What follows belongs to an exercise in optimizing a design on an open flow for small area, a short achievable clock period and few clock cycles; a production flow would make more cautious choices. The RTL of this run was laid out without a check of its function. Power figures rest on the tool's default switching activity, not on a simulated workload.

<file path="flow/design.v">
module eddy_rx (
    input  wire         clk,
    input  wire         rst,             
    input  wire         start,
    input  wire [4:0]   in_len,
    input  wire [247:0] in_buf,          
    output wire         busy,
    output reg          done,
    output reg          err,
    output reg  [2:0]   err_code,
    output reg  [4:0]   pos,
    output reg          flags_valid,
    output reg  [7:0]   flags,
    output wire [15:0]  svc_uuid,
    output wire [15:0]  svc_data_type,
    output wire [7:0]   frame_type,
    output reg  [1:0]   kind,
    output wire [7:0]   txpower,
    output wire [79:0]  namespace_id,    
    output wire [47:0]  instance_id,
    output wire         rsvd_present,
    output wire [15:0]  rsvd,
    output wire [863:0] url,             
    output reg  [6:0]   url_len,
    output wire [7:0]   version,
    output wire [15:0]  vbatt,
    output wire [7:0]   temp_int,
    output wire [7:0]   temp_frac,
    output wire [31:0]  adv_count,
    output wire [31:0]  time_cnt
);
    localparam K  = 6;      
    localparam W  = 16;     
    localparam [1:0] S_IDLE = 2'd0, S_SCAN = 2'd1, S_URL = 2'd2;
    reg  [1:0]  state;
    reg  [4:0]  preg;       
    reg         uu;         
    reg         var_r;      
    reg  [1:0]  scheme;
    reg  [7:0]  tx;         
    reg  [3:0]  rsh;        
    reg  [4:0]  rem;        
    reg  [7:0]  E [1:18];   
    reg  [7:0]  ub [7:107]; 
    assign busy = (state != S_IDLE);
    wire idle   = (state == S_IDLE);
    wire accept = idle & start;
    wire [7:0] B [0:40];
    genvar gi;
    generate
        for (gi = 0; gi <= 40; gi = gi + 1) begin : g_b
            if (gi < 31) assign B[gi] = in_buf[8*gi +: 8];
            else         assign B[gi] = 8'd0;
        end
    endgenerate
    wire [5:0] n = {1'b0, in_len};
    wire [63:0] ngt, neq;
    generate
        for (gi = 0; gi < 64; gi = gi + 1) begin : g_n
            assign ngt[gi] = (n > gi);
            assign neq[gi] = (n == gi);
        end
    endgenerate
    wire [31:0] cont, isfl, isuu, short, stp;
    wire [2:0]  st_err  [0:31];
    wire [1:0]  st_kind [0:31];
    wire [31:0] st_var;
    wire [4:0]  np  [0:31];    
    wire [4:0]  nsy [0:31];    
    wire [3:0]  rsi [0:31];    
    wire [3:0]  sft = (in_len > 5'd18) ? (in_len - 5'd18) : 4'd0;
    generate
        for (gi = 0; gi < 32; gi = gi + 1) begin : g_pos
            wire [7:0] L  = B[gi];
            wire [7:0] T  = B[gi+1];
            wire [15:0] U = {B[gi+3], B[gi+2]};
            wire [7:0] FT = B[gi+4];
            wire [7:0] SC = B[gi+6];
            wire [5:0] t6   = gi + 1 + L[4:0];    
            wire ge_n   = ~ngt[gi];
            wire bnd    = (L[7:5] != 3'd0) | (t6 > n);
            wire toend  = (t6 == n);
            wire uok    = (U == 16'hFEAA);
            reg  [2:0] e;
            reg  [1:0] kd;
            reg        vr, c, fl, uuv;
            always @(*) begin
                e = 3'd0; kd = 2'd0; vr = 1'b0; c = 1'b0; fl = 1'b0; uuv = 1'b0;
                if (ge_n)                 e = 3'd2;
                else if (L == 8'd0)       e = 3'd2;
                else if (bnd)             e = 3'd3;
                else if (T == 8'h01) begin
                    if (~ngt[gi+2])       e = 3'd3;
                    else begin c = 1'b1; fl = 1'b1; end
                end else if (T == 8'h03) begin
                    if (~ngt[gi+3])       e = 3'd3;
                    else if (!uok)        e = 3'd2;
                    else begin c = 1'b1; uuv = 1'b1; end
                end else if (T == 8'h16) begin
                    if (~ngt[gi+4])       e = 3'd3;
                    else if (!uok)        e = 3'd2;
                    else if (FT == 8'h00) begin
                        if (neq[gi+22])      kd = 2'd1;
                        else if (neq[gi+24]) begin kd = 2'd1; vr = 1'b1; end
                        else                 e = 3'd4;
                    end else if (FT == 8'h10) begin
                        if (~ngt[gi+6] || ngt[gi+23]) e = 3'd4;
                        else if (SC > 8'd3)        e = 3'd5;
                        else begin kd = 2'd2; vr = neq[gi+7]; end
                    end else if (FT == 8'h20) begin
                        if (neq[gi+18])      begin kd = 2'd3; vr = 1'b1; end
                        else if (neq[gi+19]) kd = 2'd3;
                        else                 e = 3'd4;
                    end else              e = 3'd6;
                end else                  c = 1'b1;
            end
            assign cont[gi]    = c;
            assign isfl[gi]    = fl;
            assign isuu[gi]    = uuv;
            assign short[gi]   = (L[7:3] == 5'd0);
            assign st_err[gi]  = c ? 3'd2 : e;      
            assign stp[gi]     = ~c | (toend & (L[7:3] != 5'd0));
            assign st_kind[gi] = kd;
            assign st_var[gi]  = vr;
            assign np[gi]      = t6[4:0];
            assign nsy[gi]     = n - gi - 7;
            assign rsi[gi]     = gi + 5 - sft;
        end
    endgenerate
    function [31:0] shop(input [31:0] c);
        integer i, j;
        begin
            shop = 32'd0;
            for (j = 2; j < 32; j = j + 1)
                for (i = 0; i < j; i = i + 1)
                    if (j - i <= 8)
                        shop[j] = shop[j] | (c[i] & short[i] & (B[i][2:0] == j - i - 1));
        end
    endfunction
    wire [31:0] c0 = accept ? 32'd1 : (32'd1 << preg);
    wire [31:0] c1 = accept ? shop(32'd1) : 32'd0;
    wire [31:0] c2 = shop(c1);
    wire [31:0] c3 = shop(c2);
    wire [31:0] cc [0:3];
    assign cc[0] = c0; assign cc[1] = c1; assign cc[2] = c2; assign cc[3] = c3;
    reg  [3:0] st, pn, hf, hu;
    reg  [2:0] e_h [0:3];
    reg  [1:0] k_h [0:3];
    reg        v_h [0:3];
    reg  [4:0] p_h [0:3];
    reg  [7:0] t_h [0:3];
    reg  [1:0] s_h [0:3];
    reg  [4:0] m_h [0:3];
    reg  [3:0] q_h [0:3];
    reg  [4:0] n_h [0:3];
    reg  [7:0] f_h [0:3];
    reg  [31:0] sv, pv, lm;
    integer   ii, hh;
    always @(*) begin
        for (hh = 0; hh < 4; hh = hh + 1) begin
            sv = cc[hh] & stp;
            lm = (hh == 3) ? 32'hFFFFFFFF : ((hh == 0 && !accept) ? 32'hFFFFFFFF : ~short);
            pv = cc[hh] & ~stp & lm;
            st[hh] = |sv; pn[hh] = |pv;
            hf[hh] = |(cc[hh] & isfl);
            hu[hh] = |(cc[hh] & isuu);
            e_h[hh] = 0; k_h[hh] = 0; v_h[hh] = 0; p_h[hh] = 0; t_h[hh] = 0;
            s_h[hh] = 0; m_h[hh] = 0; q_h[hh] = 0; n_h[hh] = 0; f_h[hh] = 0;
            for (ii = 0; ii < 32; ii = ii + 1) begin
                e_h[hh] = e_h[hh] | ({3{sv[ii]}} & st_err[ii]);
                k_h[hh] = k_h[hh] | ({2{sv[ii]}} & st_kind[ii]);
                v_h[hh] = v_h[hh] | (sv[ii] & st_var[ii]);
                p_h[hh] = p_h[hh] | ({5{sv[ii]}} & (ii + 5));
                t_h[hh] = t_h[hh] | ({8{sv[ii]}} & B[ii+5]);
                s_h[hh] = s_h[hh] | ({2{sv[ii]}} & B[ii+6][1:0]);
                m_h[hh] = m_h[hh] | ({5{sv[ii]}} & nsy[ii]);
                q_h[hh] = q_h[hh] | ({4{sv[ii]}} & rsi[ii]);
                n_h[hh] = n_h[hh] | ({5{pv[ii]}} & np[ii]);
                f_h[hh] = f_h[hh] | ({8{cc[hh][ii] & isfl[ii]}} & B[ii+2]);
            end
        end
    end
    wire       stop = |st;
    wire [1:0] hs = st[0] ? 2'd0 : st[1] ? 2'd1 : st[2] ? 2'd2 : 2'd3;   
    wire [1:0] hp = pn[0] ? 2'd0 : pn[1] ? 2'd1 : pn[2] ? 2'd2 : 2'd3;
    wire [3:0] alive = {~|st[2:0], ~|st[1:0], ~st[0], 1'b1};
    wire [2:0] r_err  = e_h[hs];
    wire [1:0] r_kind = k_h[hs];
    wire       r_var  = v_h[hs];
    wire [4:0] r_p    = p_h[hs];
    wire [7:0] r_tx   = t_h[hs];
    wire [1:0] r_sch  = s_h[hs];
    wire [4:0] r_rem  = m_h[hs];
    wire [3:0] r_rsh  = q_h[hs];
    wire [4:0] r_np   = n_h[hp];
    wire [3:0] fv = hf & alive;
    wire [7:0] r_fl = fv[3] ? f_h[3] : fv[2] ? f_h[2] : fv[1] ? f_h[1] : f_h[0];
    wire       r_fv = |fv;
    wire       r_uu = |(hu & alive);
    wire [8*32-1:0] bsh = {8'd0, in_buf} >> (8 * sft);
    reg  [7:0] b [0:K-1];
    reg  [K-1:0] val, sf, take;
    reg  [3:0] j1, j2;       
    reg        h1, h2;
    reg  [2:0] l1, l2;
    reg  [47:0] s1, s2;
    reg  [5:0] e;
    reg  [4:0] cons, clen, abnd, bbnd;
    reg  [127:0] amask, bmask, cmask, bvec;
    integer    s, d;
    function [47:0] sfx_str(input [3:0] cd);    
        case (cd)
            4'd0:  sfx_str = {8'h00, "/moc."};
            4'd1:  sfx_str = {8'h00, "/gro."};
            4'd2:  sfx_str = {8'h00, "/ude."};
            4'd3:  sfx_str = {8'h00, "/ten."};
            4'd4:  sfx_str = "/ofni.";
            4'd5:  sfx_str = {8'h00, "/zib."};
            4'd6:  sfx_str = {8'h00, "/vog."};
            4'd7:  sfx_str = {16'h00, "moc."};
            4'd8:  sfx_str = {16'h00, "gro."};
            4'd9:  sfx_str = {16'h00, "ude."};
            4'd10: sfx_str = {16'h00, "ten."};
            4'd11: sfx_str = {8'h00, "ofni."};
            4'd12: sfx_str = {16'h00, "zib."};
            default: sfx_str = {16'h00, "vog."};
        endcase
    endfunction
    function [2:0] sfx_len(input [3:0] cd);
        case (cd)
            4'd4:  sfx_len = 3'd6;
            4'd11: sfx_len = 3'd5;
            default: sfx_len = (cd < 4'd7) ? 3'd5 : 3'd4;
        endcase
    endfunction
    wire [127:0] ev;
    generate
        for (gi = 0; gi < 16; gi = gi + 1) begin : g_ev
            assign ev[8*gi +: 8] = E[3 + gi];
        end
    endgenerate
    wire [127:0] evs = ev >> {rsh, 3'b000};
    wire [4:0]   o2  = j2 + l1 - 5'd1;
    wire [127:0] x1v = {80'd0, s1} << {j1, 3'b000};
    wire [127:0] bsv = bvec << {l1 - 3'd1, 3'b000};
    wire [127:0] x2v = {80'd0, s2} << {o2, 3'b000};
    wire [127:0] chunkv = (amask & bvec) | x1v | (bmask & bsv) | x2v;
    always @(*) begin
        bvec = 128'd0;
        for (s = 0; s < K; s = s + 1) begin
            b[s]   = evs[8*s +: 8];
            bvec[8*s +: 8] = b[s];
            val[s] = (s < rem);
            sf[s]  = val[s] & (b[s] < 8'd14);
        end
        j1 = K; h1 = 1'b0; j2 = K; h2 = 1'b0;
        for (s = 0; s < K; s = s + 1)
            if (sf[s]) begin
                if (!h1) begin j1 = s; h1 = 1'b1; end
                else if (!h2) begin j2 = s; h2 = 1'b1; end
            end
        s1 = h1 ? sfx_str(b[j1][3:0]) : 48'd0;
        s2 = h2 ? sfx_str(b[j2][3:0]) : 48'd0;
        l1 = h1 ? sfx_len(b[j1][3:0]) : 3'd1;
        l2 = h2 ? sfx_len(b[j2][3:0]) : 3'd1;
        cons = h2 ? j2 + 1 : ((rem < K) ? rem : K);
        clen = cons + (h1 ? l1 - 1 : 0) + (h2 ? l2 - 1 : 0);
        abnd = h1 ? j1 : cons;
        bbnd = h2 ? o2 : cons + l1 - 1;
        for (s = 0; s < 16; s = s + 1) begin
            amask[8*s +: 8] = {8{s < abnd}};
            bmask[8*s +: 8] = {8{(s >= j1 + l1) && (s < bbnd)}};
        end
    end
    wire [3:0] lo = url_len[3:0];
    wire [2:0] lr = url_len[6:4];
    wire [255:0] rotv = {chunkv, chunkv} << {lo, 3'b000};
    reg  [7:0] lane [0:W-1];
    integer    l;
    always @(*)
        for (l = 0; l < W; l = l + 1)
            lane[l] = rotv[128 + 8*l +: 8];
    wire in_url = (state == S_URL);
    wire [4:0] rem_n = rem - cons;
    function [39:0] tail_str(input [1:0] sc);    
        case (sc)
            2'd0: tail_str = {8'h00, ".www"};
            2'd1: tail_str = ".www/";
            2'd2: tail_str = 40'd0;
            default: tail_str = {32'd0, "/"};
        endcase
    endfunction
    function [3:0] pfx_len(input [1:0] sc);
        case (sc)
            2'd0: pfx_len = 4'd11;
            2'd1: pfx_len = 4'd12;
            2'd2: pfx_len = 4'd7;
            default: pfx_len = 4'd8;
        endcase
    endfunction
    wire scanning = accept | (state == S_SCAN);
    wire err1     = accept & (in_len == 5'd0);
    wire fin_scan = scanning & (err1 | stop);
    wire ok       = ~err1 & (r_err == 3'd0);
    wire is_url_s = ok & (r_kind == 2'd2);
    integer k;
    always @(posedge clk) begin
        if (rst) begin
            state       <= S_IDLE;
            done        <= 1'b0;
            err         <= 1'b0;
            err_code    <= 3'd0;
            pos         <= 5'd0;
            flags_valid <= 1'b0;
            flags       <= 8'd0;
            uu          <= 1'b0;
            kind        <= 2'd0;
            var_r       <= 1'b0;
            url_len     <= 7'd0;
            scheme      <= 2'd0;
            tx          <= 8'd0;
            preg        <= 5'd0;
            rsh         <= 4'd0;
            rem         <= 5'd0;
        end else begin
            done <= 1'b0;
            if (accept) begin
                for (k = 1; k <= 18; k = k + 1)
                    E[k] <= bsh[8*(k-1) +: 8];
                flags_valid <= 1'b0;
                flags       <= 8'd0;
                uu          <= 1'b0;
            end
            if (scanning) begin
                if (r_fv) begin
                    flags_valid <= 1'b1;
                    flags       <= r_fl;
                end
                if (r_uu) uu <= 1'b1;
                preg  <= r_np;
                state <= S_SCAN;
            end
            if (fin_scan) begin
                err      <= ~ok;
                err_code <= err1 ? 3'd1 : r_err;
                pos      <= ok ? r_p : 5'd0;
                kind     <= ok ? r_kind : 2'd0;
                var_r    <= r_var;
                tx       <= r_tx;
                scheme   <= r_sch;
                if (!ok) begin
                    flags_valid <= 1'b0;
                    flags       <= 8'd0;
                    uu          <= 1'b0;
                end
                url_len <= is_url_s ? {3'd0, pfx_len(r_sch)} : 7'd0;
                rsh     <= r_rsh;
                rem     <= r_rem;
                if (is_url_s && !r_var) state <= S_URL;
                else begin
                    state <= S_IDLE;
                    done  <= 1'b1;
                end
            end
            if (in_url) begin
                url_len <= url_len + clen;
                rsh     <= rsh + cons[3:0];
                rem     <= rem_n;
                if (rem_n == 5'd0) begin
                    state <= S_IDLE;
                    done  <= 1'b1;
                end
            end
        end
    end
    wire        clr = rst | accept;
    reg  [7:0]  lane_c [0:W-1];
    always @(*)
        for (l = 0; l < W; l = l + 1)
            lane_c[l] = lane[l] & ~{8{clr}};
    always @(posedge clk) begin
        for (k = 7; k <= 107; k = k + 1) begin
            if (clr || (in_url &&
                         (((k / W) == lr && (k % W) >= lo) ||
                          ((k / W) == lr + 1 && (k % W) < lo))))
                ub[k] <= lane_c[k % W];
        end
    end
    wire k_uid = (kind == 2'd1);
    wire k_url = (kind == 2'd2);
    wire k_tlm = (kind == 2'd3);
    wire u19 = k_uid & var_r,  u17 = k_uid & ~var_r;
    wire t13 = k_tlm & var_r,  t14 = k_tlm & ~var_r;
    assign svc_uuid      = uu ? 16'hFEAA : 16'd0;
    assign svc_data_type = (kind != 2'd0) ? 16'hFEAA : 16'd0;
    assign frame_type    = {2'b00, k_tlm, k_url, 4'b0000};
    assign txpower       = (k_uid | k_url) ? tx : 8'd0;
    assign version       = k_tlm ? tx : 8'd0;
    assign rsvd_present  = u19;
    function [7:0] pu(input integer q);
        pu = ({8{u19}} & E[q]) | ({8{u17}} & E[q+2]);
    endfunction
    function [7:0] pt(input integer q);
        pt = ({8{t14}} & E[q+5]) | ({8{t13}} & E[q+6]);
    endfunction
    generate
        for (gi = 0; gi < 10; gi = gi + 1) begin : g_ns
            assign namespace_id[8*gi +: 8] = pu(1 + gi);
        end
        for (gi = 0; gi < 6; gi = gi + 1) begin : g_in
            assign instance_id[8*gi +: 8] = pu(11 + gi);
        end
    endgenerate
    assign rsvd      = {({8{u19}} & E[18]), ({8{u19}} & E[17])};
    assign vbatt     = {pt(1), pt(2)};
    assign temp_int  = pt(3);
    assign temp_frac = pt(4);
    assign adv_count = {pt(5), pt(6), pt(7), pt(8)};
    assign time_cnt  = {pt(9), pt(10), pt(11), pt(12)};
    wire [39:0] tstr = k_url ? tail_str(scheme) : 40'd0;
    generate
        for (gi = 0; gi < 7; gi = gi + 1) begin : g_head
            wire [55:0] hs = scheme[0] ? {"/", ":", "s", "p", "t", "t", "h"}
                                       : {"/", "/", ":", "p", "t", "t", "h"};
            assign url[8*gi +: 8] = k_url ? hs[8*gi +: 8] : 8'd0;
        end
        for (gi = 7; gi < 12; gi = gi + 1) begin : g_tail
            assign url[8*gi +: 8] = ub[gi] | tstr[8*(gi-7) +: 8];
        end
        for (gi = 12; gi < 108; gi = gi + 1) begin : g_url
            assign url[8*gi +: 8] = ub[gi];
        end
    endgenerate
endmodule
</file>
<file path="flow/run.sh">
#!/bin/bash
# synth_recipe.tcl (not shown) runs the flow's synth.tcl, then flattens the netlist and writes it again
# the make line also repeats each setting of config.mk as NAME=value (left out here)
make -C /OpenROAD-flow-scripts/flow DESIGN_CONFIG=/design/flow/config.mk WORK_HOME=/design/flow/orfs CLKGATE_MAP_FILE= SYNTH_SCRIPT=/design/flow/synth_recipe.tcl finish
</file>
<file path="flow/config.mk">
export PLATFORM = sky130hd
export DESIGN_NAME = eddy_rx
export DESIGN_NICKNAME = eddy_rx
export VERILOG_FILES = /design/flow/design.v
export SDC_FILE = /design/flow/constraint.sdc
export NUM_CORES = 4
export LEC_CHECK = 0
export CAP_MARGIN = 20
export CORE_MARGIN = 2
export CORE_UTILIZATION = 35
export GPL_TIMING_DRIVEN = 0
export SLEW_MARGIN = 20
</file>
<file path="flow/constraint.sdc">
create_clock -name core_clock -period 10.0 [get_ports {clk}]
set_input_delay 2.0000 -clock core_clock [delete_from_list [all_inputs] [get_ports {clk}]]
set_output_delay 2.0000 -clock core_clock [all_outputs]
set_load 0.01 [all_outputs]
</file>
==> run summary <==
power groups by stage:
stage / clock, uW / combinational (uW) / sequential, uW
after CTS: 4040 / 22600 / 6800
after detailed placement: 0 / 21100 / 6850
after global placement: 0 / 20200 / 6800
after floorplan: 0 / 9110 / 7080
Yosys cell counts, drive strengths merged (243+ instances only):
cell    instances
edfxtp        952
a221oi        243
nor2          991
nand2        1181
nor3          335
o21ai         602
clkbuf        850
inv           300
nand3         365
mux2i         624
ha            351
a21oi         689
buf           256
a22oi         366
routing by layer:
| metal | overflow | track usage |
|---|---|---|
| met5 | 9 | 0.489 |
| met4 | 815 | 0.783 |
| met3 | 100 | 0.756 |
| met2 | 1139 | 0.935 |
| met1 | 81 | 0.839 |
timing repair:
action	CTS
buffers inserted	80
gates resized for setup	514
endpoints found under the setup margin	864
pin swaps	52
per-stage QoR:
stage          instances  utilization  setup TNS [ns]  setup WS (ns)  power [uW]
2_1_floorplan      11900            -               0          0.594       16200
3_3_place_gp       17000        0.418        -4665.82          -9.99       27000
3_5_place_dp       17400        0.445        -3089.83          -5.42       28000
4_1_cts            17600        0.467          -0.557        -0.0662       33500
how the worst max path moves through the flow:
stage                          start   endpoint  slack (ns)  depth (start not counted)
after floorplan                start   E[10][0]        0.59                          4
after global placement    in_buf[59]   flags[5]       -9.99                         19
after detailed placement   in_len[4]     rem[2]       -5.42                         27
after CTS                     rsh[0]  ub[88][3]       -0.07                         38
cell families after synthesis:
family | synth area share
and+or+nand+nor | 0.210
adders and majority gates | 0.0466
muxes | 0.0996
xor gates and xnor gates | 0.00948
other | 0.0000754
AOI/OAI and AO/OA | 0.277
DFF | 0.298
buffers and inverters | 0.0595
==> impl_metrics.toml <==
[run_status]
stop_stage = "5_1_grt"
error_line = "[ERROR GRT-0116] Global routing finished with congestion. Check the congestion regions in the DRC Viewer."
status = "stopped before the end"

[die]
fp.dieH_um = 538
die_w_um = 538
start_util = 0.352
io_pins = 1446
num_rows = 195

[yosys]
synth_top_area_share = 0.287
synth_top_cell_by_area = "edfxtp_1"
avgSynthCellArea_um2 = 8.42
yosys-top-cells-area = "edfxtp_1 (29%), mux2i_1 (6.2%), nand2_1 (4.4%)"
synth_cells = 11800
synth-edff-count = 952
ys_seq_area_frac = 0.298
ys_warn_count = 16
ys_ff_latch = 1008
synth_flop_cell = "edfxtp_1"
netlist_area_mm2 = 0.0997
async_flop_share = 0
yosys.cell_types.count = 136

[grt]
track_usage = 0.831
overflow = 2144
grt_start_max_net_pins = 29
grt_pass1_vias = 156000
grt_pass1_wl_um = 1670000

[placed_design]
place.gp.congestion = 1.35
dp_hpwl_um = 879000
io_buffers = 1356
placed_cell_area_mm2 = 0.126

[clock_network]
clockBufferDepth = 4
clockRootBuffer = "clkbuf_16"
cts.sinks = 1008
ctsHtreeMaxLevel = 3
numCtsBuffers = 107
ctsHoldBuffers = 0
